From an optimization exercise on the open Yosys and OpenROAD flow, aimed at small area, a short achievable clock period and few clock cycles per item; shortcuts taken in it are not production practice. No run shown here included a check of the RTL's function; only the layout flow was run.

===== flow/run.sh =====
#!/bin/bash
# synth_recipe.tcl (not shown) runs the flow's synth.tcl, then flattens the netlist and writes it again
# the make line also repeats each setting of config.mk as NAME=value (left out here)
make -C /OpenROAD-flow-scripts/flow DESIGN_CONFIG=/design/flow/config.mk WORK_HOME=/design/flow/orfs CLKGATE_MAP_FILE= SYNTH_SCRIPT=/design/flow/synth_recipe.tcl finish

===== flow/constraint.sdc =====
create_clock -name core_clock -period 15.0 [get_ports {clk}]
set_input_delay 3.0000 -clock core_clock [delete_from_list [all_inputs] [get_ports {clk}]]
set_output_delay 3.0000 -clock core_clock [all_outputs]
set_load 0.01 [all_outputs]

===== flow/config.mk =====
export PLATFORM = sky130hd
export DESIGN_NAME = a429pk
export DESIGN_NICKNAME = a429pk
export VERILOG_FILES = /design/flow/design.v
export SDC_FILE = /design/flow/constraint.sdc
export NUM_CORES = 8
export LEC_CHECK = 0
export CAP_MARGIN = 40
export CORE_MARGIN = 2
export CORE_UTILIZATION = 40
export SETUP_SLACK_MARGIN = 5
export SLEW_MARGIN = 40

===== flow/design.v =====
module a429pk_ks #(parameter W = 8) (
    input  wire [W-1:0] a,
    input  wire [W-1:0] b,
    input  wire         ci,
    output wire [W-1:0] s
);
    localparam L = $clog2(W + 1);
    wire [W:0] G [0:L];
    wire [W:0] P [0:L];
    assign G[0] = {a & b, ci};
    assign P[0] = {a ^ b, 1'b0};
    genvar l, i;
    generate
        for (l = 0; l < L; l = l + 1) begin : lv
            for (i = 0; i <= W; i = i + 1) begin : b_
                if (i >= (1 << l)) begin : n
                    assign G[l+1][i] = G[l][i] | (P[l][i] & G[l][i - (1 << l)]);
                    assign P[l+1][i] = P[l][i] & P[l][i - (1 << l)];
                end else begin : t
                    assign G[l+1][i] = G[l][i];
                    assign P[l+1][i] = P[l][i];
                end
            end
        end
    endgenerate
    wire [W:0] c = G[L];                  
    assign s = P[0][W:1] ^ c[W-1:0];
endmodule
module a429pk_bk #(parameter W = 8) (
    input  wire [W-1:0] a,
    input  wire [W-1:0] b,
    input  wire         ci,
    output wire [W-1:0] s
);
    localparam N = W + 1;
    localparam L = $clog2(N);
    wire [N-1:0] G [0:2*L];
    wire [N-1:0] P [0:2*L];
    assign G[0] = {a & b, ci};
    assign P[0] = {a ^ b, 1'b0};
    genvar l, i;
    generate
        for (l = 0; l < L; l = l + 1) begin : up
            for (i = 0; i < N; i = i + 1) begin : b_
                if (((i + 1) % (1 << (l + 1))) == 0) begin : n
                    assign G[l+1][i] = G[l][i] | (P[l][i] & G[l][i - (1 << l)]);
                    assign P[l+1][i] = P[l][i] & P[l][i - (1 << l)];
                end else begin : t
                    assign G[l+1][i] = G[l][i];
                    assign P[l+1][i] = P[l][i];
                end
            end
        end
        for (l = L - 2; l >= 0; l = l - 1) begin : dn
            for (i = 0; i < N; i = i + 1) begin : b_
                if (((i + 1) % (1 << (l + 1))) == (1 << l) && i >= (1 << (l + 1))) begin : n
                    assign G[2*L-1-l][i] = G[2*L-2-l][i] | (P[2*L-2-l][i] & G[2*L-2-l][i - (1 << l)]);
                    assign P[2*L-1-l][i] = P[2*L-2-l][i] & P[2*L-2-l][i - (1 << l)];
                end else begin : t
                    assign G[2*L-1-l][i] = G[2*L-2-l][i];
                    assign P[2*L-1-l][i] = P[2*L-2-l][i];
                end
            end
        end
    endgenerate
    wire [N-1:0] c = G[2*L-1];
    assign s = P[0][N-1:1] ^ c[N-2:0];
endmodule
module a429pk (
    input  wire         clk,
    input  wire         rst,
    input  wire         cmd_valid,
    output wire         cmd_ready,
    input  wire [287:0] cmd,
    output reg          rsp_valid,
    output wire [127:0] rsp_rn,
    output wire [63:0]  rsp_rd,
    output reg          diag_valid,
    output reg  [3:0]   diag_code,
    output wire [31:0]  raw,
    output wire [7:0]   dsr
);
    localparam [7:0] OP_SETRAW  = 8'h01, OP_GETRAW  = 8'h02,
                     OP_SETID   = 8'h03, OP_GETID   = 8'h04,
                     OP_SETSDI  = 8'h05, OP_GETSDI  = 8'h06,
                     OP_SETSSM  = 8'h07, OP_GETSSM  = 8'h08,
                     OP_SETPAR  = 8'h09, OP_GETPAR  = 8'h0A,
                     OP_SETBNR  = 8'h0B, OP_GETBNR  = 8'h0C,
                     OP_SETBCDD = 8'h0D, OP_SETBCD  = 8'h0E,
                     OP_GETBCD  = 8'h0F, OP_SETDISC = 8'h10,
                     OP_GETDISC = 8'h11, OP_SETDBIT = 8'h12,
                     OP_GETDBIT = 8'h13, OP_CLR     = 8'h14,
                     OP_GETWORD = 8'h15, OP_GETDSR  = 8'h16,
                     OP_CLRDSR  = 8'h17;
    localparam [3:0] E_NONE     = 4'd0,
                     E_RANGE    = 4'd1,
                     E_TOOWIDE  = 4'd2,
                     E_OCCUPIED = 4'd3,
                     E_OUTRANGE = 4'd4,
                     E_DIGIT    = 4'd5,
                     E_RADIX    = 4'd6,
                     E_SIGNOVL  = 4'd7,
                     E_ILLEGAL  = 4'd8;
    localparam [4:0] S_IDLE  = 5'd0,
                     S_EXEC  = 5'd1,    
                     S_PREP  = 5'd2,    
                     S_P2    = 5'd3,    
                     S_P1    = 5'd4,    
                     S_DIV   = 5'd5,    
                     S_FIN   = 5'd6,    
                     S_FIN2  = 5'd7,    
                     S_GMUL  = 5'd8,    
                     S_GD2   = 5'd9,    
                     S_DAB   = 5'd10,   
                     S_BW    = 5'd11,   
                     S_BREM  = 5'd12,   
                     S_BSCAN = 5'd13,   
                     S_GPREP = 5'd14,   
                     S_GBCD  = 5'd15,   
                     S_TB    = 5'd16;   
    reg [4:0] st;
    reg [31:0]  raw_q;
    reg [7:0]   dsr_q;
    reg [131:0] acc;         
    reg [130:0] ds;          
    reg [63:0]  opx;         
    reg [63:0]  rd;          
    reg [32:0]  alq;         
    reg [7:0]   opq;         
    reg [5:0]   fb, lb, sb;
    reg [6:0]   wv;          
    reg [4:0]   sht;         
    reg [4:0]   jc;          
    reg [4:0]   jd;          
    reg         bone, btwo, bneg;    
    reg         first;       
    reg         flip;        
    reg         flip1;       
    reg         neg;         
    reg         nz;          
    reg         hdone;       
    reg         shdone;      
    reg [4:0]   shc;         
    reg [6:0]   pos;         
    reg         m_div;       
    reg         m_ar;        
    reg         pend;        
    reg [4:0]   np;          
    reg [3:0]   bk;          
    reg         remq;        
    reg [15:0]  gmask;       
    reg [4:0]   g_cnt;       
    reg [3:0]   g_lm;        
    reg [15:0]  g_inb;       
    assign raw       = raw_q;
    assign dsr       = dsr_q;
    assign cmd_ready = (st == S_IDLE);
    assign rsp_rn    = acc[127:0];
    assign rsp_rd    = rd;
    wire idle = (st == S_IDLE);
    function [5:0] msb64(input [63:0] x);
        reg [31:0] a;
        reg [15:0] b;
        reg [7:0]  c;
        reg [3:0]  d;
        reg [1:0]  e;
        begin
            msb64[5] = |x[63:32]; a = msb64[5] ? x[63:32] : x[31:0];
            msb64[4] = |a[31:16]; b = msb64[4] ? a[31:16] : a[15:0];
            msb64[3] = |b[15:8];  c = msb64[3] ? b[15:8]  : b[7:0];
            msb64[2] = |c[7:4];   d = msb64[2] ? c[7:4]   : c[3:0];
            msb64[1] = |d[3:2];   e = msb64[1] ? d[3:2]   : d[1:0];
            msb64[0] = e[1];
        end
    endfunction
    function [4:0] btop(input [63:0] x);
        reg [5:0] m;
        begin
            m    = msb64(x ^ {x[62:0], 1'b0});
            btop = m[5:1];
        end
    endfunction
    function [2:0] bdig(input [63:0] x, input [4:0] j);
        reg [64:0] xx;
        begin
            xx   = {x, 1'b0};
            bdig = xx[{j, 1'b0} +: 3];
        end
    endfunction
    function [6:0] width0(input [5:0] f, input [5:0] l);
        width0 = (f > l) ? 7'd0 : ({1'b0, l} - {1'b0, f} + 7'd1);
    endfunction
    wire [7:0]  c_op  = cmd[7:0];
    wire [5:0]  c_rsv = cmd[31:26];
    wire [63:0] c_a   = cmd[95:32];
    wire [63:0] c_b   = cmd[159:96];
    wire [63:0] c_d   = cmd[287:224];
    wire c_known   = (c_op >= OP_SETRAW) && (c_op <= OP_CLRDSR);
    wire c_illegal = (c_rsv != 6'd0) || !c_known ||
                     (c_op == OP_SETBNR && (c_b == 64'd0 || c_d == 64'd0)) ||
                     (c_op == OP_GETBNR && c_d == 64'd0) ||
                     (c_op == OP_SETPAR && c_a[63:1] != 63'd0);
    wire c_b10     = (c_b == 64'd10);
    wire c_hi8  = (c_a[63:8] != 56'd0);
    wire c_hi2  = c_hi8 || (c_a[7:2] != 6'd0);
    wire c_par  = c_a[0] ^ (^raw_q);
    wire occ_id  = (raw_q[7:0]   != 8'd0);
    wire occ_sdi = (raw_q[9:8]   != 2'd0);
    wire occ_ssm = (raw_q[30:29] != 2'd0);
    wire occ_par = raw_q[31];
    wire        e_dbit = (opq == OP_SETDBIT) || (opq == OP_GETDBIT);
    wire [5:0]  ef     = fb;
    wire [5:0]  el     = e_dbit ? fb : lb;
    reg  [32:0] e_ge, e_le;
    integer n;
    always @(*) begin
        for (n = 0; n < 33; n = n + 1) begin
            e_ge[n] = (n >= ef);
            e_le[n] = (n <= el);
        end
    end
    wire [32:0] ext    = {raw_q, 1'b0};                  
    wire        e_bok  = (ef != 6'd0) && (el <= 6'd32) && (ef <= el);
    wire [32:0] e_al   = (ext & e_le) >> ef;             
    wire [31:0] e_mask = e_ge[32:1] & e_le[32:1];
    wire        e_occ  = (raw_q & e_mask) != 32'd0;
    wire [5:0]  e_wm1  = el - ef;
    wire [6:0]  e_w0   = width0(ef, el);
    wire [5:0]  e_amsb = msb64(opx);
    wire        e_anz  = (opx != 64'd0);
    wire        e_fit  = !opx[63] && (!e_anz || e_amsb <= e_wm1);
    wire        e_dfit = !opx[63] && (!e_anz || {1'b0, e_amsb} < e_w0);
    reg  [31:0] wval;
    reg  [5:0]  wsh;
    wire [31:0] u_wr = wval << wsh;
    wire        in_p1   = (st == S_P1);
    wire [63:0] m_cand  = in_p1 ? rd : ds[127:64];
    wire [65:0] m_c66   = {{2{m_cand[63]}}, m_cand};
    wire [65:0] pp_mag  = bone ? m_c66 : (btwo ? {m_c66[64:0], 1'b0} : 66'd0);
    wire [65:0] pp_x    = pp_mag ^ {66{bneg}};
    wire [131:0] pp_y   = {{66{pp_x[65]}}, pp_x};
    wire         d_sub  = !acc[131];                     
    wire [131:0] ad_x   = m_div ? {acc[130:0], 1'b0} :
                          (first ? 132'd0 : {acc[129:0], 2'b00});
    wire [131:0] ad_y   = m_div ? ({1'b0, ds} ^ {132{d_sub}}) : pp_y;
    wire         ad_ci  = m_div ? d_sub : bneg;
    wire [131:0] ad_s;
    a429pk_ks #(.W(132)) u_add (.a(ad_x), .b(ad_y), .ci(ad_ci), .s(ad_s));
    wire         q_bit  = !ad_s[131];
    reg  [4:0]  nd_idx;
    reg  [63:0] nd_src;
    reg         nd_flip;
    wire [63:0] c_reg   = ds[63:0];
    always @(*) begin
        nd_src  = c_reg;
        nd_idx  = jc - 5'd1;
        nd_flip = flip;
        case (st)
            S_PREP: begin
                nd_idx = btop(c_reg);
                if (opq == OP_GETBNR) nd_flip = g_sbit;
            end
            S_P2: if (jc == 5'd0) begin
                nd_src  = opx;
                nd_idx  = jd;
                nd_flip = flip1;
            end
            S_P1: nd_src = opx;
            default: ;
        endcase
    end
    wire [2:0] nd_dig  = bdig(nd_src, nd_idx);
    wire       nd_one  = nd_dig[1] ^ nd_dig[0];
    wire       nd_two  = (nd_dig == 3'b011) || (nd_dig == 3'b100);
    wire       nd_neg  = (nd_one || nd_two) && ((nd_dig[2] && !(nd_dig[1] && nd_dig[0])) ^ nd_flip);
    wire        f_sgn   = neg && nz;
    wire        g_sbit  = f_b2 && ext[sb];
    wire [31:0] f_raw1  = raw_q | ((e_bok && !e_occ) ? u_wr : 32'd0);
    wire        f_b2    = (sb != 6'd0) && (sb <= 6'd32);
    wire        f_occ2  = f_raw1[sb[4:0] - 5'd1];
    wire [3:0]  f_e1    = !e_bok ? E_RANGE : (e_occ ? E_OCCUPIED : E_NONE);
    wire [3:0]  f_e2    = !f_b2 ? E_RANGE : (f_occ2 ? E_OCCUPIED : E_NONE);
    wire [31:0] f_wr2   = (f_b2 && !f_occ2 && f_sgn) ? (32'd1 << (sb[4:0] - 5'd1)) : 32'd0;
    wire [6:0]  r_span = {1'b0, lb} - {1'b0, fb};
    wire [4:0]  r_gcnt = (fb <= lb) ? ({1'b0, r_span[5:2]} + 5'd1) : 5'd0;
    wire [1:0]  r_glw  = r_span[1:0];
    wire [3:0]  r_glm  = (r_glw == 2'd0) ? 4'b0001 : (r_glw == 2'd1) ? 4'b0011 :
                         (r_glw == 2'd2) ? 4'b0111 : 4'b1111;
    wire [5:0]  r_gt   = 6'd29 - fb;
    reg  [15:0] r_ginb;
    integer kk;
    always @(*) begin
        for (kk = 0; kk < 16; kk = kk + 1)
            r_ginb[kk] = (kk != 0 || fb != 6'd0) &&
                         ((kk + 1 == r_gcnt) ? (lb <= 6'd32) :
                                               (fb <= 6'd29 && kk <= r_gt[5:2]));
    end
    wire [35:0] al36 = {3'b000, alq};
    reg  [15:0] g_act, g_lst, g_bad, g_occ;
    reg  [63:0] g_dig;      
    reg  [31:0] g_err;      
    integer k;
    always @(*) begin
        for (k = 0; k < 16; k = k + 1) begin : grp
            reg [3:0] d, gm, occn;
            g_act[k] = (k < g_cnt);
            g_lst[k] = (k + 1 == g_cnt);
            gm = g_lst[k] ? g_lm : 4'b1111;
            d  = ds[4*k +: 4];
            g_bad[k] = (d & ~gm) != 4'd0;
            occn = (k <= 8) ? al36[4*k +: 4] : 4'd0;
            g_occ[k] = (occn & gm) != 4'd0;
            g_err[2*k +: 2] = !g_act[k] ? 2'd0 :
                              g_bad[k] ? 2'd3 :
                              !g_inb[k] ? 2'd1 :
                              g_occ[k] ? 2'd2 : 2'd0;
            g_dig[4*k +: 4] = (g_act[k] && g_err[2*k +: 2] == 2'd0) ? d : 4'd0;
        end
    end
    reg [15:0] g_errv;
    integer k2;
    always @(*) begin
        for (k2 = 0; k2 < 16; k2 = k2 + 1)
            g_errv[k2] = g_err[2*k2 +: 2] != 2'd0;
    end
    wire g_e0 = (g_errv == 16'd0);
    wire g_e1 = !g_e0 && ((g_errv & (g_errv - 16'd1)) == 16'd0);
    function [3:0] ecode(input [1:0] e);
        ecode = (e == 2'd1) ? E_RANGE : (e == 2'd2) ? E_OCCUPIED :
                (e == 2'd3) ? E_DIGIT : E_NONE;
    endfunction
    reg [3:0] g_first;
    integer k3;
    always @(*) begin
        g_first = E_NONE;
        for (k3 = 15; k3 >= 0; k3 = k3 - 1)
            if (g_errv[k3]) g_first = ecode(g_err[2*k3 +: 2]);
    end
    wire [3:0] g_scan = ecode(g_err[2*bk +: 2]);
    wire [75:0] g_hmask = ~(76'd0) << {g_cnt, 2'b00};
    wire        g_rem   = (ds[75:0] & g_hmask) != 76'd0;
    wire [3:0]  gi     = np[3:0];
    wire        gb_inb = g_inb[gi];
    wire [3:0]  gb_dig = gb_inb ? al36[{gi, 2'b00} +: 4] : 4'd0;
    wire [31:0] gb_x   = {acc[28:0], 3'b000};
    wire [31:0] gb_y   = {acc[30:0], 1'b0};
    wire [31:0] gb_z   = {28'd0, gb_dig};
    wire [31:0] gb_s   = gb_x ^ gb_y ^ gb_z;
    wire [31:0] gb_c   = {(gb_x[30:0] & gb_y[30:0]) | (gb_x[30:0] & gb_z[30:0]) |
                          (gb_y[30:0] & gb_z[30:0]), 1'b0};
    wire [31:0] gb_acc;
    a429pk_bk #(.W(32)) u_gadd (.a(gb_s), .b(gb_c), .ci(1'b0), .s(gb_acc));
    function [3:0] dadj(input [3:0] a);
        begin
            dadj[3] = a[3] | (a[2] & (a[1] | a[0]));
            dadj[2] = (a[2] & ~a[1] & ~a[0]) | (a[3] & a[0]);
            dadj[1] = (~a[2] & a[1]) | (a[1] & a[0]) | (a[3] & ~a[0]);
            dadj[0] = (~a[3] & ~a[2] & a[0]) | (a[2] & a[1] & ~a[0]) | (a[3] & ~a[0]);
        end
    endfunction
    function [75:0] dab1(input [75:0] v, input b);
        integer i;
        reg [75:0] t;
        begin
            for (i = 0; i < 19; i = i + 1)
                t[4*i +: 4] = dadj(v[4*i +: 4]);
            dab1 = {t[74:0], b};
        end
    endfunction
    wire [4:0]  dab_i    = first ? e_amsb[5:1] : np;
    wire [1:0]  dab_bits = opx[{dab_i, 1'b0} +: 2];
    wire [75:0] dab_in   = first ? 76'd0 : ds[75:0];
    wire [75:0] dab_out  = dab1(dab1(dab_in, dab_bits[1]), dab_bits[0]);
    always @(*) begin
        wval = opx[31:0];
        wsh  = ef - 6'd1;
        if (st == S_BW) begin
            if (fb == 6'd0) begin
                wval = g_dig[32:1];
                wsh  = 6'd0;
            end else
                wval = g_dig[31:0];
        end
    end
    reg        nx_diag;
    reg [3:0]  nx_code;
    reg        p1_hd, p1_sd;
    reg [131:0] acc_m;
    reg [7:0]  dsr_set;
    reg [4:0]  p1_shc;
    always @(posedge clk) begin
        nx_diag = 1'b0;
        nx_code = E_NONE;
        p1_hd   = 1'b0;
        p1_sd   = 1'b0;
        p1_shc  = 5'd0;
        acc_m   = acc;
        bone <= nd_one;
        btwo <= nd_two;
        bneg <= nd_neg;
        if (idle) begin
            opq   <= c_op;
            fb    <= cmd[13:8];
            lb    <= cmd[19:14];
            sb    <= cmd[25:20];
            neg   <= cmd[95] ^ cmd[159] ^ cmd[223] ^ cmd[287];
            flip  <= cmd[159] ^ cmd[223];
            flip1 <= cmd[95] ^ cmd[287];
            first <= 1'b1;
            m_div <= 1'b0;
            m_ar  <= 1'b0;
            opx   <= (c_op == OP_SETBNR) ? c_d : c_a;
            ds    <= {3'd0, c_b, cmd[223:160]};
            rd    <= (c_op == OP_GETBNR) ? c_d : ((c_op == OP_SETBNR) ? c_a : 64'd1);
            acc_m  = (c_op == OP_GETID)   ? {124'd0, raw_q[7:0]} :
                     (c_op == OP_GETSDI)  ? {130'd0, raw_q[9:8]} :
                     (c_op == OP_GETSSM)  ? {130'd0, raw_q[30:29]} :
                     (c_op == OP_GETPAR)  ? {131'd0, raw_q[31]} :
                     (c_op == OP_GETWORD) ? {100'd0, raw_q} :
                     (c_op == OP_GETDSR)  ? {124'd0, dsr_q} : 132'd0;
        end
        begin
            rsp_valid <= 1'b0;
            case (st)
            S_IDLE: if (cmd_valid) begin
                rsp_valid <= 1'b1;
                if (c_illegal) begin
                    nx_diag = 1'b1; nx_code = E_ILLEGAL;
                    rd  <= 64'd1;
                    acc_m = 132'd0;
                end else begin
                    case (c_op)
                    OP_SETID:
                        if (c_hi8)        begin nx_diag = 1'b1; nx_code = E_TOOWIDE;  end
                        else if (occ_id)  begin nx_diag = 1'b1; nx_code = E_OCCUPIED; end
                        else raw_q[7:0] <= c_a[7:0];
                    OP_SETSDI:
                        if (c_hi2)        begin nx_diag = 1'b1; nx_code = E_TOOWIDE;  end
                        else if (occ_sdi) begin nx_diag = 1'b1; nx_code = E_OCCUPIED; end
                        else raw_q[9:8] <= c_a[1:0];
                    OP_SETSSM:
                        if (c_hi2)        begin nx_diag = 1'b1; nx_code = E_TOOWIDE;  end
                        else if (occ_ssm) begin nx_diag = 1'b1; nx_code = E_OCCUPIED; end
                        else raw_q[30:29] <= c_a[1:0];
                    OP_SETPAR:
                        if (occ_par)      begin nx_diag = 1'b1; nx_code = E_OCCUPIED; end
                        else raw_q[31] <= c_par;
                    OP_CLR:    raw_q <= 32'd0;
                    OP_CLRDSR: dsr_q <= 8'd0;
                    OP_SETRAW, OP_SETDISC, OP_SETDBIT, OP_SETBCDD,
                    OP_GETRAW, OP_GETDISC, OP_GETDBIT: begin
                        rsp_valid <= 1'b0;
                        st <= S_EXEC;
                    end
                    OP_SETBNR, OP_GETBNR: begin
                        rsp_valid <= 1'b0;
                        st <= S_PREP;
                    end
                    OP_SETBCD: begin
                        if (!c_b10) begin
                            nx_diag = 1'b1; nx_code = E_RADIX;
                        end else if (c_a[63]) begin
                            nx_diag = 1'b1; nx_code = E_OUTRANGE;
                        end else begin
                            rsp_valid <= 1'b0;
                            st <= S_DAB;
                        end
                    end
                    OP_GETBCD: begin
                        if (!c_b10) begin
                            nx_diag = 1'b1; nx_code = E_RADIX;
                        end else begin
                            rsp_valid <= 1'b0;
                            st <= S_GPREP;
                        end
                    end
                    default: ;
                    endcase
                end
            end
            S_EXEC: begin
                rsp_valid <= 1'b1;
                st <= S_IDLE;
                case (opq)
                OP_GETRAW, OP_GETDISC, OP_GETDBIT: begin
                    if (!e_bok) begin nx_diag = 1'b1; nx_code = E_RANGE; end
                    else acc_m = {100'd0, e_al[31:0]};
                end
                default: begin   
                    if (opq == OP_SETBCDD && !e_dfit) begin
                        nx_diag = 1'b1; nx_code = E_DIGIT;
                    end else if (!e_bok) begin
                        nx_diag = 1'b1; nx_code = E_RANGE;
                    end else if (!e_fit) begin
                        nx_diag = 1'b1; nx_code = E_TOOWIDE;
                    end else if (e_occ) begin
                        nx_diag = 1'b1; nx_code = E_OCCUPIED;
                    end else
                        raw_q <= raw_q | u_wr;
                end
                endcase
            end
            S_PREP: begin
                jc  <= btop(c_reg);
                jd  <= btop(opx);
                wv  <= e_w0;
                sht <= e_w0[6:2] + {4'd0, e_w0[1] | e_w0[0]};
                if (opq == OP_SETBNR) begin
                    if (c_reg == 64'd0) begin
                        nx_diag = 1'b1; nx_code = E_ILLEGAL;
                        rsp_valid <= 1'b1;
                        rd <= 64'd1;
                        st <= S_IDLE;
                    end else begin
                        if (fb <= sb && sb <= lb) begin
                            nx_diag = 1'b1; nx_code = E_SIGNOVL;
                        end
                        st   <= S_P2;
                        m_ar <= 1'b1;
                    end
                end else begin
                    ds[127:64] <= {32'd0, (e_bok ? e_al[31:0] : 32'd0)};
                    flip <= g_sbit;
                    pend <= !e_bok && !f_b2;
                    if (!e_bok || !f_b2) begin
                        nx_diag = 1'b1; nx_code = E_RANGE;
                    end
                    if (c_reg == 64'd0 || !e_bok || e_al[31:0] == 32'd0) begin
                        if (!e_bok && !f_b2)
                            st <= S_GD2;
                        else begin
                            rsp_valid <= 1'b1;
                            st <= S_IDLE;
                        end
                    end else begin
                        st   <= S_GMUL;
                        m_ar <= 1'b1;
                    end
                end
            end
            S_P2: begin
                first <= 1'b0;
                jc    <= jc - 5'd1;
                if (jc == 5'd0) begin
                    st     <= S_P1;
                    jc     <= jd;
                    first  <= 1'b1;
                    flip   <= flip1;
                    hdone  <= 1'b0;
                    shdone <= 1'b0;
                    shc    <= 5'd0;
                end
            end
            S_P1: begin
                p1_hd  = hdone;
                p1_sd  = shdone;
                p1_shc = shc;
                if (first) begin
                    ds <= {acc[129:0], 1'b0};
                    p1_sd = (sht == 5'd0);
                end else if (!shdone) begin
                    if (ds[130:127] != 4'd0)
                        p1_sd = 1'b1;
                    else begin
                        ds <= {ds[126:0], 4'd0};
                        p1_shc = shc + 5'd1;
                        p1_sd  = (p1_shc == sht);
                    end
                end
                if (!hdone) begin
                    first <= 1'b0;
                    jc    <= jc - 5'd1;
                    p1_hd = (jc == 5'd0);
                end
                hdone  <= p1_hd;
                shdone <= p1_sd;
                shc    <= p1_shc;
                m_ar   <= !p1_hd;
                if (p1_hd && p1_sd) begin
                    st    <= S_DIV;
                    m_div <= 1'b1;
                    m_ar  <= 1'b1;
                    opx   <= 64'd0;
                    nz    <= 1'b0;
                    pos   <= {p1_shc, 2'b00};
                end
            end
            S_DIV: begin
                opx <= {opx[62:0], q_bit};
                pos <= pos - 7'd1;
                if (q_bit) nz <= 1'b1;
                if ((q_bit && pos >= wv) || pos == 7'd0) begin
                    m_div <= 1'b0;
                    m_ar  <= 1'b0;
                    st    <= (q_bit && pos >= wv) ? S_TB : S_FIN;
                end
            end
            S_TB: begin
                nx_diag = 1'b1; nx_code = E_OUTRANGE;
                rsp_valid <= 1'b1;
                acc_m = 132'd0;
                rd    <= 64'd1;
                st    <= S_IDLE;
            end
            S_FIN: begin
                acc_m = 132'd0;
                rd  <= 64'd1;
                if (f_e1 != E_NONE && f_e2 != E_NONE) begin
                    nx_diag = 1'b1; nx_code = f_e1;
                    st <= S_FIN2;
                end else begin
                    raw_q <= f_raw1 | f_wr2;
                    if (f_e1 != E_NONE) begin nx_diag = 1'b1; nx_code = f_e1; end
                    if (f_e2 != E_NONE) begin nx_diag = 1'b1; nx_code = f_e2; end
                    rsp_valid <= 1'b1;
                    st <= S_IDLE;
                end
            end
            S_FIN2: begin
                raw_q <= raw_q | f_wr2;
                nx_diag = 1'b1; nx_code = f_e2;
                rsp_valid <= 1'b1;
                st <= S_IDLE;
            end
            S_GMUL: begin
                first <= 1'b0;
                jc    <= jc - 5'd1;
                if (pend) begin
                    nx_diag = 1'b1; nx_code = E_RANGE;
                    pend <= 1'b0;
                end
                if (jc == 5'd0) begin
                    m_ar <= 1'b0;
                    rsp_valid <= 1'b1;
                    st <= S_IDLE;
                end
            end
            S_GD2: begin
                nx_diag = 1'b1; nx_code = E_RANGE;
                rsp_valid <= 1'b1;
                st <= S_IDLE;
            end
            S_DAB: begin
                ds[75:0] <= dab_out;
                first <= 1'b0;
                np    <= dab_i - 5'd1;
                alq   <= e_al;
                g_cnt <= r_gcnt;
                g_lm  <= r_glm;
                g_inb <= r_ginb;
                if (dab_i == 5'd0) st <= S_BW;
            end
            S_BW: begin
                raw_q <= raw_q | u_wr;
                if (g_e0) begin
                    if (g_rem) begin nx_diag = 1'b1; nx_code = E_OUTRANGE; end
                    rsp_valid <= 1'b1;
                    st <= S_IDLE;
                end else if (g_e1) begin
                    nx_diag = 1'b1; nx_code = g_first;
                    if (g_rem) st <= S_BREM;
                    else begin
                        rsp_valid <= 1'b1;
                        st <= S_IDLE;
                    end
                end else begin
                    bk    <= 4'd0;
                    remq  <= g_rem;
                    gmask <= g_errv;
                    st    <= S_BSCAN;
                end
            end
            S_BREM: begin
                nx_diag = 1'b1; nx_code = E_OUTRANGE;
                rsp_valid <= 1'b1;
                st <= S_IDLE;
            end
            S_BSCAN: begin
                if (gmask[bk]) begin nx_diag = 1'b1; nx_code = g_scan; end
                bk <= bk + 4'd1;
                if ({1'b0, bk} + 5'd1 == g_cnt) begin
                    if (remq) st <= S_BREM;
                    else begin
                        rsp_valid <= 1'b1;
                        st <= S_IDLE;
                    end
                end
            end
            S_GPREP: begin
                alq   <= e_al;
                g_cnt <= r_gcnt;
                g_lm  <= r_glm;
                g_inb <= r_ginb;
                np    <= r_gcnt - 5'd1;
                if (r_gcnt == 5'd0) begin
                    rsp_valid <= 1'b1;
                    st <= S_IDLE;
                end else
                    st <= S_GBCD;
            end
            S_GBCD: begin
                acc_m[31:0] = gb_acc;
                if (!gb_inb) begin nx_diag = 1'b1; nx_code = E_RANGE; end
                np <= np - 5'd1;
                if (np == 5'd0) begin
                    rsp_valid <= 1'b1;
                    st <= S_IDLE;
                end
            end
            default: st <= S_IDLE;
            endcase
            diag_valid <= nx_diag;
            diag_code  <= nx_code;
            case (nx_code)
                4'd1: dsr_set = 8'h01;
                4'd2: dsr_set = 8'h02;
                4'd3: dsr_set = 8'h04;
                4'd4: dsr_set = 8'h08;
                4'd5: dsr_set = 8'h10;
                4'd6: dsr_set = 8'h20;
                4'd7: dsr_set = 8'h40;
                4'd8: dsr_set = 8'h80;
                default: dsr_set = 8'h00;
            endcase
            if (nx_diag)
                dsr_q <= dsr_q | dsr_set;
        end
        acc <= m_ar ? ad_s : acc_m;
        if (rst) begin
            st         <= S_IDLE;
            raw_q      <= 32'd0;
            dsr_q      <= 8'd0;
            rsp_valid  <= 1'b0;
            diag_valid <= 1'b0;
            diag_code  <= 4'd0;
        end
    end
endmodule

==> implementation parameters, run 1 <==
Parameter                              Value

Clock tree
  Clk pin slew, worst setup/hold paths ... 0.07 ns
  CTS tree ... yes
  Sinks on Clock Net ... 598
  Total of hold buffers inserted after clock tree synthesis ... 0
  Later-pin clock latency in the skew report ... 0.79 ns
  Total of cells resized after clock tree synthesis ... 0
  CTS Root Buffer Type ... sky130_fd_sc_hd__clkbuf_16
  Number of buffers created by CTS ... 83
  H-tree levels ... 3
  Setup bufs post-CTS ... 0
  Clock Tree Buf Depth ... 3

Die
  Rows ... 148
  Core region area ... 0.163 mm^2
  Die Outline Area ... 0.167 mm^2
  Die width ... 409 um
  Starting density of the core ... 40.2%
  Die height ... 409 um
  Count of pins on the block boundary ... 530

Synthesis
  Simple-gate portion of the synthesized area ... 20.1%
  EDFF count, synth ... 149
  Sequential cell area fraction in the yosys report ... 20.6%
  Share of async-settable or async-resettable flops after synthesis ... 0%
  Combinational family with the most area after synthesis ... compound AO/OA/AOI/OAI gates
  Share of cell area taken by muxes after synthesis ... 5.43%
  Most frequently used flop master after synthesis ... sky130_fd_sc_hd__dfxtp_1
  Count of unique library cells instantiated by Yosys ... 124
  Average cell area after synthesis ... 7.26 um^2
  Area fraction in compound gates after synthesis ... 32.6%
  Count of mapped cells out of synthesis ... 9027
  Xor and xnor fraction of the mapped netlist area ... 6.46%
  Synth Area in Adders ... 7.09%
  Mapped cell area ... 0.0655 mm^2
  Count of state elements after synthesis ... 598
  Number of warnings printed during yosys synthesis ... 3
  Syn nets ... 9672

Global route
  Vias in the first global route ... 73300
  Maximum number of pins on one net before global-route repair ... 136
  Residual overflow from global routing ... 0
  First-pass GRT wire length ... 596000 um
  GRT Util Overall ... 50.2%
  Number of antenna violations at the first check in global routing ... 74

Layout
  Nets@finish ... 9737
  Fraction of the core area covered by cells at the end of the flow ... 46.6%
  Fraction of layout cells with a size suffix above 1 ... 8.51%
  Most frequent cells in the layout ... 1238 x sky130_fd_sc_hd__nand2_1, 798 x sky130_fd_sc_hd__a21oi_1, 708 x sky130_fd_sc_hd__o21ai_0, 658 x sky130_fd_sc_hd__nor2_1, 528 x sky130_fd_sc_hd__clkdlybuf4s50_1
  Leading cell type in the layout, fill and taps excluded ... sky130_fd_sc_hd__nand2_1
  # fillers ... 16500
  Area delta synth->final ... 15.8%

Detailed routing
  Antenna violation net count after detailed routing ... 0
  Via count ... 80300
  Met2 Wirelength ... 180000 um
  DRC violation count after routing ... 0
  Detailed Routing Iterations Pass 1 ... 13
  Max Used Layer ... met5
  Routed len/inst ... 38.6 um
  Number of DRC violations after detailed-routing iteration 0 ... 14500
  Amount of wire on met3 after detailed routing ... 59500 um
  Detail-routed via count per cell ... 7.05
  Total routed wirelength ... 439000 um
  Total routed wire length on the met1 layer ... 156000 um

STA
  Max-slew headroom ... 25.2%
  Slew at the pin closest to its max-slew limit ... 1.12 ns
  Final hold violation count ... 0
  Final critical-path share of the clock period ... 59.0%
  Worst setup margin ... 6.16 ns
  Max frequency ... 113 MHz
  Setup Viol. Count Final ... 0
  Number of max-slew violations in the final report ... 0
  Total Neg Setup Slack ... 0 ns
  Shortest period the worst path allows ... 8.84 ns
  Worst setup skew after layout ... 0.0561 ns
  RSZ-0062 raised after global routing ... no

Setup path
  Endpoint required time on the critical path ... 15.64 ns
  Category of the critical setup timing path ... reg2reg
  Arr. time, crit path ... 9.49 ns
  Kind of start point of the critical path ... flip-flop
  Worst reg-to-reg setup slack ... 6.16 ns
  Largest fanout of any net on the critical path ... 67
  Worst Setup End Kind ... flip-flop

Min path
  Worst hold-check path type ... reg2reg

Placed design
  IO buf count ... 529
  Placed wire-length estimate after detailed placement ... 342000 um
  Worst setup slack after placement ... 6.44 ns
  Routability-driven placement congestion ratio ... 1.11

Outcome
  Result of the run ... timing/DRC/antenna clean

Job
  Max cap viols ... 0
Yosys cell counts (58+ instances only):
library cell               count  area [um^2]
sky130_fd_sc_hd__o221ai_1     94          823
sky130_fd_sc_hd__nand4_1     101          632
sky130_fd_sc_hd__nand2_1    1242         4660
sky130_fd_sc_hd__mux2i_1     201         2010
sky130_fd_sc_hd__xor2_1      220         1930
sky130_fd_sc_hd__a21oi_1     817         4090
sky130_fd_sc_hd__edfxtp_1    149         4470
sky130_fd_sc_hd__nor4_1      117          732
sky130_fd_sc_hd__a22o_1      151         1320
sky130_fd_sc_hd__o211ai_1     92          691
sky130_fd_sc_hd__nor3_1      193          966
sky130_fd_sc_hd__buf_4       132          991
sky130_fd_sc_hd__a221o_1      60          601
sky130_fd_sc_hd__clkbuf_1    589         2210
sky130_fd_sc_hd__xnor2_1     263         2300
sky130_fd_sc_hd__a221oi_1     81          709
sky130_fd_sc_hd__a211oi_1    102          766
sky130_fd_sc_hd__ha_1        333         4170
sky130_fd_sc_hd__o22ai_1     106          663
sky130_fd_sc_hd__inv_1       315         1180
sky130_fd_sc_hd__o21ai_0     716         3580
sky130_fd_sc_hd__a21o_1      201         1510
sky130_fd_sc_hd__a22oi_1     184         1380
sky130_fd_sc_hd__buf_1        81          304
sky130_fd_sc_hd__dfxtp_1     449         8990
sky130_fd_sc_hd__mux4_2       58         1310
sky130_fd_sc_hd__nor2_1      682         2560
sky130_fd_sc_hd__nor2b_1      61          382
sky130_fd_sc_hd__nand3_1     169          846
sky130_fd_sc_hd__a31oi_1      84          526
worst max-delay path, cell delays in order (launching register included):
cell,delay (ns)
sky130_fd_sc_hd__dfxtp_1,0.71
sky130_fd_sc_hd__nor2b_1,0.64
sky130_fd_sc_hd__nand2_4,0.34
sky130_fd_sc_hd__buf_4,0.45
sky130_fd_sc_hd__nand2_1,0.17
sky130_fd_sc_hd__nand2_1,0.09
sky130_fd_sc_hd__a22oi_1,0.25
sky130_fd_sc_hd__xor2_1,0.17
sky130_fd_sc_hd__o21ai_0,0.10
sky130_fd_sc_hd__ha_1,0.50
sky130_fd_sc_hd__a21oi_1,0.18
sky130_fd_sc_hd__a2111o_1,0.38
sky130_fd_sc_hd__a31o_2,0.21
sky130_fd_sc_hd__a31oi_1,0.32
sky130_fd_sc_hd__o2111ai_1,0.25
sky130_fd_sc_hd__a211oi_1,0.54
sky130_fd_sc_hd__o311ai_1,0.16
sky130_fd_sc_hd__o211a_1,0.25
sky130_fd_sc_hd__a211oi_4,0.67
sky130_fd_sc_hd__a21o_1,0.22
sky130_fd_sc_hd__nor3_1,0.07
sky130_fd_sc_hd__o31ai_2,0.35
sky130_fd_sc_hd__a31oi_1,0.14
sky130_fd_sc_hd__buf_4,0.20
sky130_fd_sc_hd__or3_1,0.39
sky130_fd_sc_hd__and3_1,0.27
sky130_fd_sc_hd__a2111oi_0,0.41
sky130_fd_sc_hd__o221ai_1,0.19
registers in the layout, indices dropped and copies added (netlist names), 6 cells and up:
name   cells
lb         6
gmask     16
fb         6
ds       131
pos        7
opx       64
acc      132
opq        8
wv         7
raw_q     32
g_inb     16
alq       33
dsr_q      8
rd        64
sb         6
layer usage:
metal / global-route usage (%) / up-vias
met5: 0.833 / -
met4: 41.5 / 62
met3: 19.8 / 1745
met2: 72.4 / 6489
met1: 58.2 / 38500
li1: - / 33500
cell families (layout without fill, tap and decap cells):
logic type,Yosys count,count (layout)
buffers and inverters,1187,1322
XOR/XNOR,483,483
multiplexers,280,280
other,0,52
adder cells (fa/ha/maj),360,360
AND/OR/NAND/NOR,2893,2893
flip-flops,598,598
AO/OA/AOI/OAI,3226,3226
through the flow:
step           hold WS, ns  instance area (um^2)  instances
2_1_floorplan        0.446                 65500       9027
3_3_place_gp         0.465                 72200      11200
3_5_place_dp         0.478                 72600      11200
4_1_cts              0.488                 75500      11300
5_1_grt              0.508                 75800      11400
6_report             0.481                 75900      11400
final cells by class:
| type | count | area [um^2] | area share [%] |
|---|---|---|---|
| multi-input combinational | 7242 | 47700 | 62.8 |
| clock inverter | 54 | 669 | 0.882 |
| tap | 2175 | 2720 | 3.59 |
| timing repair buffer | 835 | 7680 | 10.1 |
| sequential | 598 | 13500 | 17.8 |
| inverter | 332 | 1260 | 1.66 |
| antenna | 52 | 130 | 0.171 |
| clock buffer | 101 | 2260 | 2.98 |
path summary, 6_finish.rpt:
kind | end | startpoint | depth (start not counted)
worst max-delay path | m_ar$_DFF_P_ | st[2]$_SDFFE_PP0P_ | 27
worst max register to register | m_ar$_DFF_P_ | st[2]$_SDFFE_PP0P_ | 27
worst min-delay path | acc[130]$_DFF_P_ | acc[130]$_DFF_P_ | 2
worst min register to register | acc[130]$_DFF_P_ | acc[130]$_DFF_P_ | 2
==> inputs of run 2 (changes only) <==
--- a/flow/design.v
+++ b/flow/design.v
@@ -1,29 +1 @@
-module a429pk_ks #(parameter W = 8) (
-    input  wire [W-1:0] a,
-    input  wire [W-1:0] b,
-    input  wire         ci,
-    output wire [W-1:0] s
-);
-    localparam L = $clog2(W + 1);
-    wire [W:0] G [0:L];
-    wire [W:0] P [0:L];
-    assign G[0] = {a & b, ci};
-    assign P[0] = {a ^ b, 1'b0};
-    genvar l, i;
-    generate
-        for (l = 0; l < L; l = l + 1) begin : lv
-            for (i = 0; i <= W; i = i + 1) begin : b_
-                if (i >= (1 << l)) begin : n
-                    assign G[l+1][i] = G[l][i] | (P[l][i] & G[l][i - (1 << l)]);
-                    assign P[l+1][i] = P[l][i] & P[l][i - (1 << l)];
-                end else begin : t
-                    assign G[l+1][i] = G[l][i];
-                    assign P[l+1][i] = P[l][i];
-                end
-            end
-        end
-    endgenerate
-    wire [W:0] c = G[L];                  
-    assign s = P[0][W:1] ^ c[W-1:0];
-endmodule
 module a429pk_bk #(parameter W = 8) (
@@ -34,4 +6,12 @@
 );
+    function integer clg(input integer v);
+        integer t;
+        begin
+            clg = 0;
+            for (t = v - 1; t > 0; t = t >> 1)
+                clg = clg + 1;
+        end
+    endfunction
     localparam N = W + 1;
-    localparam L = $clog2(N);
+    localparam L = clg(N);
     wire [N-1:0] G [0:2*L];
@@ -134,3 +114,4 @@
     reg [4:0]   jd;          
-    reg         bone, btwo, bneg;    
+    reg         bneg;        
+    reg [65:0]  ppq;         
     reg         first;       
@@ -140,2 +121,3 @@
     reg         nz;          
+    reg         tbq;         
     reg         hdone;       
@@ -146,2 +128,3 @@
     reg         m_ar;        
+    reg         m_p1;        
     reg         pend;        
@@ -210,2 +193,32 @@
     wire occ_par = raw_q[31];
+    wire o_setid  = (c_op == OP_SETID);
+    wire o_setsdi = (c_op == OP_SETSDI);
+    wire o_setssm = (c_op == OP_SETSSM);
+    wire o_setpar = (c_op == OP_SETPAR);
+    wire o_setbcd = (c_op == OP_SETBCD);
+    wire o_getbcd = (c_op == OP_GETBCD);
+    wire o_exec   = (c_op == OP_SETRAW) || (c_op == OP_SETDISC) || (c_op == OP_SETDBIT) ||
+                    (c_op == OP_SETBCDD) || (c_op == OP_GETRAW) || (c_op == OP_GETDISC) ||
+                    (c_op == OP_GETDBIT);
+    wire o_bnr    = (c_op == OP_SETBNR) || (c_op == OP_GETBNR);
+    wire i_e2   = !c_illegal && ((o_setid && c_hi8) || ((o_setsdi || o_setssm) && c_hi2));
+    wire i_e3   = !c_illegal && ((o_setid && !c_hi8 && occ_id) || (o_setsdi && !c_hi2 && occ_sdi) ||
+                                 (o_setssm && !c_hi2 && occ_ssm) || (o_setpar && occ_par));
+    wire i_e6   = !c_illegal && (o_setbcd || o_getbcd) && !c_b10;
+    wire i_e4   = !c_illegal && o_setbcd && c_b10 && c_a[63];
+    wire i_diag = c_illegal || i_e2 || i_e3 || i_e6 || i_e4;
+    wire [3:0] i_code = {c_illegal, i_e6 || i_e4, i_e6 || i_e3 || i_e2, i_e3};
+    wire i_wid  = !c_illegal && o_setid && !c_hi8 && !occ_id;
+    wire i_wsdi = !c_illegal && o_setsdi && !c_hi2 && !occ_sdi;
+    wire i_wssm = !c_illegal && o_setssm && !c_hi2 && !occ_ssm;
+    wire i_wpar = !c_illegal && o_setpar && !occ_par;
+    wire i_clr  = !c_illegal && (c_op == OP_CLR);
+    wire i_clrd = !c_illegal && (c_op == OP_CLRDSR);
+    wire i_multi = !c_illegal && (o_exec || o_bnr || (o_setbcd && c_b10 && !c_a[63]) ||
+                                  (o_getbcd && c_b10));
+    wire [4:0] i_next = c_illegal ? S_IDLE :
+                        o_exec ? S_EXEC :
+                        o_bnr ? S_PREP :
+                        (o_setbcd && c_b10 && !c_a[63]) ? S_DAB :
+                        (o_getbcd && c_b10) ? S_GPREP : S_IDLE;
     wire        e_dbit = (opq == OP_SETDBIT) || (opq == OP_GETDBIT);
@@ -236,15 +249,2 @@
     wire        in_p1   = (st == S_P1);
-    wire [63:0] m_cand  = in_p1 ? rd : ds[127:64];
-    wire [65:0] m_c66   = {{2{m_cand[63]}}, m_cand};
-    wire [65:0] pp_mag  = bone ? m_c66 : (btwo ? {m_c66[64:0], 1'b0} : 66'd0);
-    wire [65:0] pp_x    = pp_mag ^ {66{bneg}};
-    wire [131:0] pp_y   = {{66{pp_x[65]}}, pp_x};
-    wire         d_sub  = !acc[131];                     
-    wire [131:0] ad_x   = m_div ? {acc[130:0], 1'b0} :
-                          (first ? 132'd0 : {acc[129:0], 2'b00});
-    wire [131:0] ad_y   = m_div ? ({1'b0, ds} ^ {132{d_sub}}) : pp_y;
-    wire         ad_ci  = m_div ? d_sub : bneg;
-    wire [131:0] ad_s;
-    a429pk_ks #(.W(132)) u_add (.a(ad_x), .b(ad_y), .ci(ad_ci), .s(ad_s));
-    wire         q_bit  = !ad_s[131];
     reg  [4:0]  nd_idx;
@@ -275,2 +275,17 @@
     wire       nd_neg  = (nd_one || nd_two) && ((nd_dig[2] && !(nd_dig[1] && nd_dig[0])) ^ nd_flip);
+    wire        nd_p1   = m_p1 || (st == S_P2 && jc == 5'd0);
+    wire        nd_gm   = (st == S_PREP) && (opq == OP_GETBNR);
+    wire [63:0] m_cand  = nd_p1 ? rd : (nd_gm ? {32'd0, e_bok ? e_al[31:0] : 32'd0} : ds[127:64]);
+    wire [65:0] m_c66   = {{2{m_cand[63]}}, m_cand};
+    wire [65:0] pp_mag  = nd_one ? m_c66 : (nd_two ? {m_c66[64:0], 1'b0} : 66'd0);
+    wire [65:0] pp_nx   = pp_mag ^ {66{nd_neg}};
+    wire [131:0] pp_y   = {{66{ppq[65]}}, ppq};
+    wire         d_sub  = !acc[131];                     
+    wire [131:0] ad_x   = m_div ? {acc[130:0], 1'b0} :
+                          (first ? 132'd0 : {acc[129:0], 2'b00});
+    wire [131:0] ad_y   = m_div ? ({1'b0, ds} ^ {132{d_sub}}) : pp_y;
+    wire         ad_ci  = m_div ? d_sub : bneg;
+    wire [131:0] ad_s;
+    a429pk_bk #(.W(132)) u_add (.a(ad_x), .b(ad_y), .ci(ad_ci), .s(ad_s));
+    wire         q_bit  = !ad_s[131];
     wire        f_sgn   = neg && nz;
@@ -305,2 +320,3 @@
             reg [3:0] d, gm, occn;
+            reg g_inbk;
             g_act[k] = (k < g_cnt);
@@ -311,2 +327,3 @@
             occn = (k <= 8) ? al36[4*k +: 4] : 4'd0;
+            if (k > 8) g_inbk = 1'b0; else g_inbk = g_inb[k];
             g_occ[k] = (occn & gm) != 4'd0;
@@ -314,3 +331,3 @@
                               g_bad[k] ? 2'd3 :
-                              !g_inb[k] ? 2'd1 :
+                              !g_inbk ? 2'd1 :
                               g_occ[k] ? 2'd2 : 2'd0;
@@ -342,3 +359,3 @@
     wire [3:0]  gi     = np[3:0];
-    wire        gb_inb = g_inb[gi];
+    wire        gb_inb = (gi <= 4'd8) && g_inb[gi];
     wire [3:0]  gb_dig = gb_inb ? al36[{gi, 2'b00} +: 4] : 4'd0;
@@ -397,5 +414,4 @@
         acc_m   = acc;
-        bone <= nd_one;
-        btwo <= nd_two;
         bneg <= nd_neg;
+        ppq  <= pp_nx;
         if (idle) begin
@@ -411,2 +427,3 @@
             m_ar  <= 1'b0;
+            m_p1  <= 1'b0;
             opx   <= (c_op == OP_SETBNR) ? c_d : c_a;
@@ -425,56 +442,17 @@
             S_IDLE: if (cmd_valid) begin
-                rsp_valid <= 1'b1;
+                rsp_valid <= !i_multi;
+                if (i_diag) begin
+                    nx_diag = 1'b1; nx_code = i_code;
+                end
                 if (c_illegal) begin
-                    nx_diag = 1'b1; nx_code = E_ILLEGAL;
-                    rd  <= 64'd1;
+                    rd    <= 64'd1;
                     acc_m = 132'd0;
-                end else begin
-                    case (c_op)
-                    OP_SETID:
-                        if (c_hi8)        begin nx_diag = 1'b1; nx_code = E_TOOWIDE;  end
-                        else if (occ_id)  begin nx_diag = 1'b1; nx_code = E_OCCUPIED; end
-                        else raw_q[7:0] <= c_a[7:0];
-                    OP_SETSDI:
-                        if (c_hi2)        begin nx_diag = 1'b1; nx_code = E_TOOWIDE;  end
-                        else if (occ_sdi) begin nx_diag = 1'b1; nx_code = E_OCCUPIED; end
-                        else raw_q[9:8] <= c_a[1:0];
-                    OP_SETSSM:
-                        if (c_hi2)        begin nx_diag = 1'b1; nx_code = E_TOOWIDE;  end
-                        else if (occ_ssm) begin nx_diag = 1'b1; nx_code = E_OCCUPIED; end
-                        else raw_q[30:29] <= c_a[1:0];
-                    OP_SETPAR:
-                        if (occ_par)      begin nx_diag = 1'b1; nx_code = E_OCCUPIED; end
-                        else raw_q[31] <= c_par;
-                    OP_CLR:    raw_q <= 32'd0;
-                    OP_CLRDSR: dsr_q <= 8'd0;
-                    OP_SETRAW, OP_SETDISC, OP_SETDBIT, OP_SETBCDD,
-                    OP_GETRAW, OP_GETDISC, OP_GETDBIT: begin
-                        rsp_valid <= 1'b0;
-                        st <= S_EXEC;
-                    end
-                    OP_SETBNR, OP_GETBNR: begin
-                        rsp_valid <= 1'b0;
-                        st <= S_PREP;
-                    end
-                    OP_SETBCD: begin
-                        if (!c_b10) begin
-                            nx_diag = 1'b1; nx_code = E_RADIX;
-                        end else if (c_a[63]) begin
-                            nx_diag = 1'b1; nx_code = E_OUTRANGE;
-                        end else begin
-                            rsp_valid <= 1'b0;
-                            st <= S_DAB;
-                        end
-                    end
-                    OP_GETBCD: begin
-                        if (!c_b10) begin
-                            nx_diag = 1'b1; nx_code = E_RADIX;
-                        end else begin
-                            rsp_valid <= 1'b0;
-                            st <= S_GPREP;
-                        end
-                    end
-                    default: ;
-                    endcase
                 end
+                if (i_wid)  raw_q[7:0]   <= c_a[7:0];
+                if (i_wsdi) raw_q[9:8]   <= c_a[1:0];
+                if (i_wssm) raw_q[30:29] <= c_a[1:0];
+                if (i_wpar) raw_q[31]    <= c_par;
+                if (i_clr)  raw_q        <= 32'd0;
+                if (i_clrd) dsr_q        <= 8'd0;
+                st <= i_next;
             end
@@ -545,2 +523,3 @@
                     st     <= S_P1;
+                    m_p1   <= 1'b1;
                     jc     <= jd;
@@ -579,2 +558,3 @@
                 if (p1_hd && p1_sd) begin
+                    tbq   <= 1'b0;
                     st    <= S_DIV;
@@ -591,6 +571,11 @@
                 if (q_bit) nz <= 1'b1;
-                if ((q_bit && pos >= wv) || pos == 7'd0) begin
+                tbq <= q_bit && (pos >= wv);
+                if (tbq) begin
+                    m_div <= 1'b0;
+                    m_ar  <= 1'b0;
+                    st    <= S_TB;
+                end else if (pos == 7'd0) begin
                     m_div <= 1'b0;
                     m_ar  <= 1'b0;
-                    st    <= (q_bit && pos >= wv) ? S_TB : S_FIN;
+                    st    <= S_FIN;
                 end
@@ -607,3 +592,7 @@
                 rd  <= 64'd1;
-                if (f_e1 != E_NONE && f_e2 != E_NONE) begin
+                if (tbq) begin
+                    nx_diag = 1'b1; nx_code = E_OUTRANGE;
+                    rsp_valid <= 1'b1;
+                    st <= S_IDLE;
+                end else if (f_e1 != E_NONE && f_e2 != E_NONE) begin
                     nx_diag = 1'b1; nx_code = f_e1;
@@ -724,3 +713,3 @@
             endcase
-            if (nx_diag)
+            if (nx_diag && !(st == S_IDLE && i_clrd))
                 dsr_q <= dsr_q | dsr_set;
==> flow/flow/run.sh (new file) <==
#!/bin/bash
# The standard layout (standard.sh), with ORFS's setup repair asked to
# leave a larger setup-slack margin on the design's own clock period.
set -euo pipefail
export SETUP_SLACK_MARGIN=8
bash standard.sh > standard.log 2>&1
==> flow/standard.sh (new file) <==
#!/bin/bash
# synth_recipe.tcl (not shown) runs the flow's synth.tcl, then flattens the netlist and writes it again
# the make line also repeats each setting of config.mk as NAME=value (left out here)
make -C /OpenROAD-flow-scripts/flow DESIGN_CONFIG=/design/flow/config.mk WORK_HOME=/design/flow/orfs CLKGATE_MAP_FILE= SYNTH_SCRIPT=/design/flow/synth_recipe.tcl "${@:-finish}"
--- a/flow/config.mk
+++ b/flow/config.mk
@@ -10,3 +10,2 @@
 export CORE_UTILIZATION = 40
-export SETUP_SLACK_MARGIN = 5
 export SLEW_MARGIN = 40
removed: flow/run.sh
==> run 2 against run 1 <==
Net effect: flip-flop and latch count increased by 58; sequential share of layout area increased by 0.23 points; die area rose by 6.6%; highest routed layer unchanged; utilization grew 0.23 points; wire length grew 3.6%; via count is 4.4% higher; clock-buffer cell count grew 23; still clean; first-iteration DRC count is 1.8% lower; global-route usage decreased by 1.8 points; critical path depth fell by 7.
==> implementation parameters, run 2 <==
Parameter                              Value

Setup path
  Kind of start point of the critical path ... flip-flop
  Worst reg-to-reg setup slack ... 7.93 ns (+1.77 ns)
  Critical R2R Launch ... fb[4]$_DFFE_PP_
  Worst Setup End Kind ... flip-flop
  Endpoint required time on the critical path ... 15.67 ns (+0.03 ns)
  Arr. time, crit path ... 7.74 ns (-1.75 ns)
  R2R Path End ... raw_q[11]$_SDFFE_PP0P_
  Depth of the most critical reg-to-reg path ... 20 (-26%)
  Largest fanout of any net on the critical path ... 39 (-42%)
  Category of the critical setup timing path ... reg2reg

Die
  Die width ... 422 um (+3.2%)
  Starting density of the core ... 40.2% (about the same)
  Rows ... 153 (+3.4%)
  Die Outline Area ... 0.178 mm^2 (+6.6%)
  Core region area ... 0.174 mm^2 (+6.7%)
  Die height ... 422 um (+3.2%)
  Count of pins on the block boundary ... 530 (unchanged)

Min path
  Worst hold-check path type ... reg2reg
  Destination of the worst hold path ... acc[130]$_DFF_P_
  Worst hold start ... acc[130]$_DFF_P_
  Hold-critical path depth ... 2 (unchanged)

Detailed routing
  Detailed Routing Iterations Pass 1 ... 14 (+1)
  Detail-routed via count per cell ... 7.10 (+0.74%)
  Amount of wire on met3 after detailed routing ... 66800 um (+12%)
  Total routed wirelength ... 455000 um (+3.6%)
  Antenna violation net count after detailed routing ... 0 (unchanged)
  Max Used Layer ... met5
  Number of DRC violations after detailed-routing iteration 0 ... 14200 (-1.8%)
  Routed len/inst ... 38.6 um (about the same)
  Via count ... 83800 (+4.4%)
  Met2 Wirelength ... 177000 um (-1.2%)
  DRC violation count after routing ... 0 (unchanged)
  Total routed wire length on the met1 layer ... 174000 um (+12%)

Synthesis
  Share of async-settable or async-resettable flops after synthesis ... 0% (unchanged)
  EDFF count, synth ... 143 (-4.0%)
  Area leader, netlist ... sky130_fd_sc_hd__dfxtp_1
  Cell with the most instances after synthesis ... sky130_fd_sc_hd__nand2_1
  Count of unique library cells instantiated by Yosys ... 121 (-2.4%)
  Sequential cell area fraction in the yosys report ... 20.8% (+0.29 points)
  Count of state elements after synthesis ... 656 (+9.7%)
  Leading cell types by total area after synthesis ... sky130_fd_sc_hd__dfxtp_1 15%, sky130_fd_sc_hd__edfxtp_1 6.1%, sky130_fd_sc_hd__nand2_1 6.1%, sky130_fd_sc_hd__ha_1 6.0%, sky130_fd_sc_hd__a21oi_1 4.7%
  Most frequently used flop master after synthesis ... sky130_fd_sc_hd__dfxtp_1
  Count of mapped cells out of synthesis ... 9322 (+3.3%)
  Cell types with the highest counts after synthesis ... 1133 x sky130_fd_sc_hd__nand2_1, 687 x sky130_fd_sc_hd__nor2_1, 657 x sky130_fd_sc_hd__a21oi_1, 607 x sky130_fd_sc_hd__clkbuf_1, 590 x sky130_fd_sc_hd__o21ai_0
  Syn nets ... 10000 (+3.7%)
  Share of the synthesized area in the top cell type ... 14.7% (+0.98 points)
  Number of warnings printed during yosys synthesis ... 3 (unchanged)
  Average cell area after synthesis ... 7.50 um^2 (+3.3%)
  Mapped cell area ... 0.0699 mm^2 (+6.7%)

Global route
  First-pass GRT wire length ... 618000 um (+3.7%)
  Maximum number of pins on one net before global-route repair ... 143 (+5.1%)
  Vias in the first global route ... 76000 (+3.8%)
  GRT Util Overall ... 48.4% (-1.8 points)
  Residual overflow from global routing ... 0 (unchanged)
  Number of antenna violations at the first check in global routing ... 57 (-23%)

Layout
  Leading cell type in the layout, fill and taps excluded ... sky130_fd_sc_hd__nand2_1
  Nets@finish ... 10100 (+3.7%)
  Area delta synth->final ... 16.4%
  Largest registers in the final layout ... acc (132), ds (131), ppq (65)
  Most frequent cells in the layout ... 1125 x sky130_fd_sc_hd__nand2_1, 655 x sky130_fd_sc_hd__nor2_1, 650 x sky130_fd_sc_hd__a21oi_1, 573 x sky130_fd_sc_hd__o21ai_0, 527 x sky130_fd_sc_hd__clkdlybuf4s50_1
  Fraction of layout cells with a size suffix above 1 ... 10.5% (+2.0 points)
  Max FFs per register ... 132 (unchanged)
  Most flop-heavy register ... acc
  Post-route insts no fill ... 11800 (+3.6%)

Placed design
  Worst setup slack after placement ... 6.75 ns (+0.317 ns)
  Placed wire-length estimate after detailed placement ... 348000 um (+2.0%)
  Routability-driven placement congestion ratio ... 1.17 (+5.6%)
  IO buf count ... 529 (unchanged)
  Cell count after placement ... 11600 (+3.6%)

STA
  Worst setup margin ... 7.93 ns (+1.77 ns)
  Setup Viol. Count Final ... 0 (unchanged)
  Slew at the pin closest to its max-slew limit ... 1.02 ns (-0.102 ns)
  Final hold violation count ... 0 (unchanged)
  Shortest period the worst path allows ... 7.07 ns (-1.77 ns)
  Final critical-path share of the clock period ... 47.2% (-12 points)
  Max frequency ... 141 MHz (+25%)
  RSZ-0062 raised after global routing ... yes
  Max-slew headroom ... 30.1% (+4.9 points)
  Number of max-slew violations in the final report ... 0 (unchanged)
  Total Neg Setup Slack ... 0 ns (unchanged)
  Worst setup skew after layout ... 0.0582 ns (+0.00208 ns)

Outcome
  Result of the run ... timing/DRC/antenna clean

Clock tree
  Number of buffers created by CTS ... 88 (+6.0%)
  H-tree levels ... 3 (unchanged)
  CTS tree ... yes
  Clk pin slew, worst setup/hold paths ... 0.07 ns (about the same)
  Clock Tree Buf Depth ... 3 (unchanged)
  CTS Root Buffer Type ... sky130_fd_sc_hd__clkbuf_16
  Sinks on Clock Net ... 656 (+9.7%)
  Later-pin clock latency in the skew report ... 0.79 ns (about the same)

Job
  Max cap viols ... 0 (unchanged)
run 2: logic make-up after synthesis:
group	after synthesis	share of synthesized area, %
and+or+nand+nor	2969	19.6
buffers and inverters	1401	8.40
xor gates and xnor gates	478	6.40
adders and majority gates	426	8.53
muxes	414	6.99
AOI/OAI and AO/OA	2978	29.2
DFF	656	20.8
run 2: repair_timing:
action,in CTS,in global routing
buffers inserted,12,30
setup endpoints to repair,192,186
hold buffers,0,0
gates cloned,0,4
endpoints found under the hold margin,0,0
pin swaps,3,14
gates resized for setup,79,77
run 2: worst max-delay path by stage:
stage	slack, ns	from	depth (start not counted)	end
3_5_place_dp	6.75	ds[16]$_DFF_P_	24	ppq[51]$_DFF_P_
5_1_grt	7.93	ds[19]$_DFF_P_	28	ppq[61]$_DFF_P_
4_1_cts	8.02	np[1]$_DFFE_PP_	27	acc[29]$_DFF_P_
3_3_place_gp	6.21	ds[16]$_DFF_P_	24	ppq[3]$_DFF_P_
2_1_floorplan	8.24	ds[42]$_DFF_P_	26	ppq[63]$_DFF_P_
6_report	7.93	fb[4]$_DFFE_PP_	20	raw_q[11]$_SDFFE_PP0P_
run 2: final cells by class:
| type | count | area, um^2 |
|---|---|---|
| fill | 17400 | 92300 |
| multi-input combinational | 7265 | 50600 |
| sequential | 656 | 14700 |
| timing repair buffer | 900 | 8450 |
| tap | 2325 | 2910 |
| clock buffer | 124 | 2580 |
| inverter | 478 | 1820 |
| clock inverter | 37 | 339 |
| antenna | 18 | 45.0 |
run 2: stage by stage:
| stage | hold slack [ns] | util [%] | area (um^2) |
|---|---|---|---|
| final | 0.483 | 46.9 | 81400 |
| after global routing | 0.505 | 46.8 | 81300 |
| after CTS | 0.482 | 46.4 | 80500 |
| after detailed placement | 0.470 | 44.4 | 77200 |
| after global placement | 0.460 | 44.2 | 76800 |
| after floorplan | 0.446 | - | 69900 |
run 2: critical path, stage by stage, from the launching register on:
cell	delay, ns
sky130_fd_sc_hd__edfxtp_1	0.36
sky130_fd_sc_hd__buf_4	0.29
sky130_fd_sc_hd__nor2_2	0.18
sky130_fd_sc_hd__buf_4	0.49
sky130_fd_sc_hd__nand2_1	0.40
sky130_fd_sc_hd__o211ai_1	0.52
sky130_fd_sc_hd__o21ai_1	0.14
sky130_fd_sc_hd__a2111oi_1	0.75
sky130_fd_sc_hd__o2111ai_1	0.33
sky130_fd_sc_hd__a211o_1	0.42
sky130_fd_sc_hd__buf_4	0.27
sky130_fd_sc_hd__or4_1	0.65
sky130_fd_sc_hd__a311oi_1	0.37
sky130_fd_sc_hd__nor4_1	0.10
sky130_fd_sc_hd__buf_4	0.20
sky130_fd_sc_hd__a211o_1	0.27
sky130_fd_sc_hd__a32oi_4	0.35
sky130_fd_sc_hd__o211ai_4	0.19
sky130_fd_sc_hd__buf_4	0.19
sky130_fd_sc_hd__a31oi_4	0.26
sky130_fd_sc_hd__o2bb2ai_1	0.16
run 2: metal layers:
metal / GRT usage, % / vias to the layer above
li1: - / 34500
met1: 62.0 / 40900
met2: 66.3 / 6728
met3: 19.9 / 1579
met4: 30.9 / 38
met5: 0.430 / -

what the ideal ports hide:
The results above use ideal ports. As a check the final layouts listed here were re-extracted and re-timed, cells and wires unchanged.
Step 1 (the two cells are an assumption about what drives the block):
set clk [get_ports {clk}]
set_driving_cell -lib_cell sky130_fd_sc_hd__clkbuf_16 $clk
set_driving_cell -lib_cell sky130_fd_sc_hd__buf_2 [delete_from_list [all_inputs] $clk]
Step 2, shift: input delay + t, output delay - t, t = (earliest + latest rising clock arrival at the registers) / 2. This alone moves slack from input paths to output paths.
Slacks: no drivers / after step 1 / after step 2; pairs: no drivers / after step 1.
run	t (ns)	setup WS [ns]	worst setup path after step 2	pins driven straight from the clock port
run 1	0.857	6.155 / 6.155 / 6.155	register to register	1
run 2	0.851	7.927 / 7.927 / 7.245	input to register	1
After both steps every run listed still meets setup and hold. For run 2, which loses most, drivers alone change the setup slack by 0.000 ns; drivers and shift together by -0.682 ns.
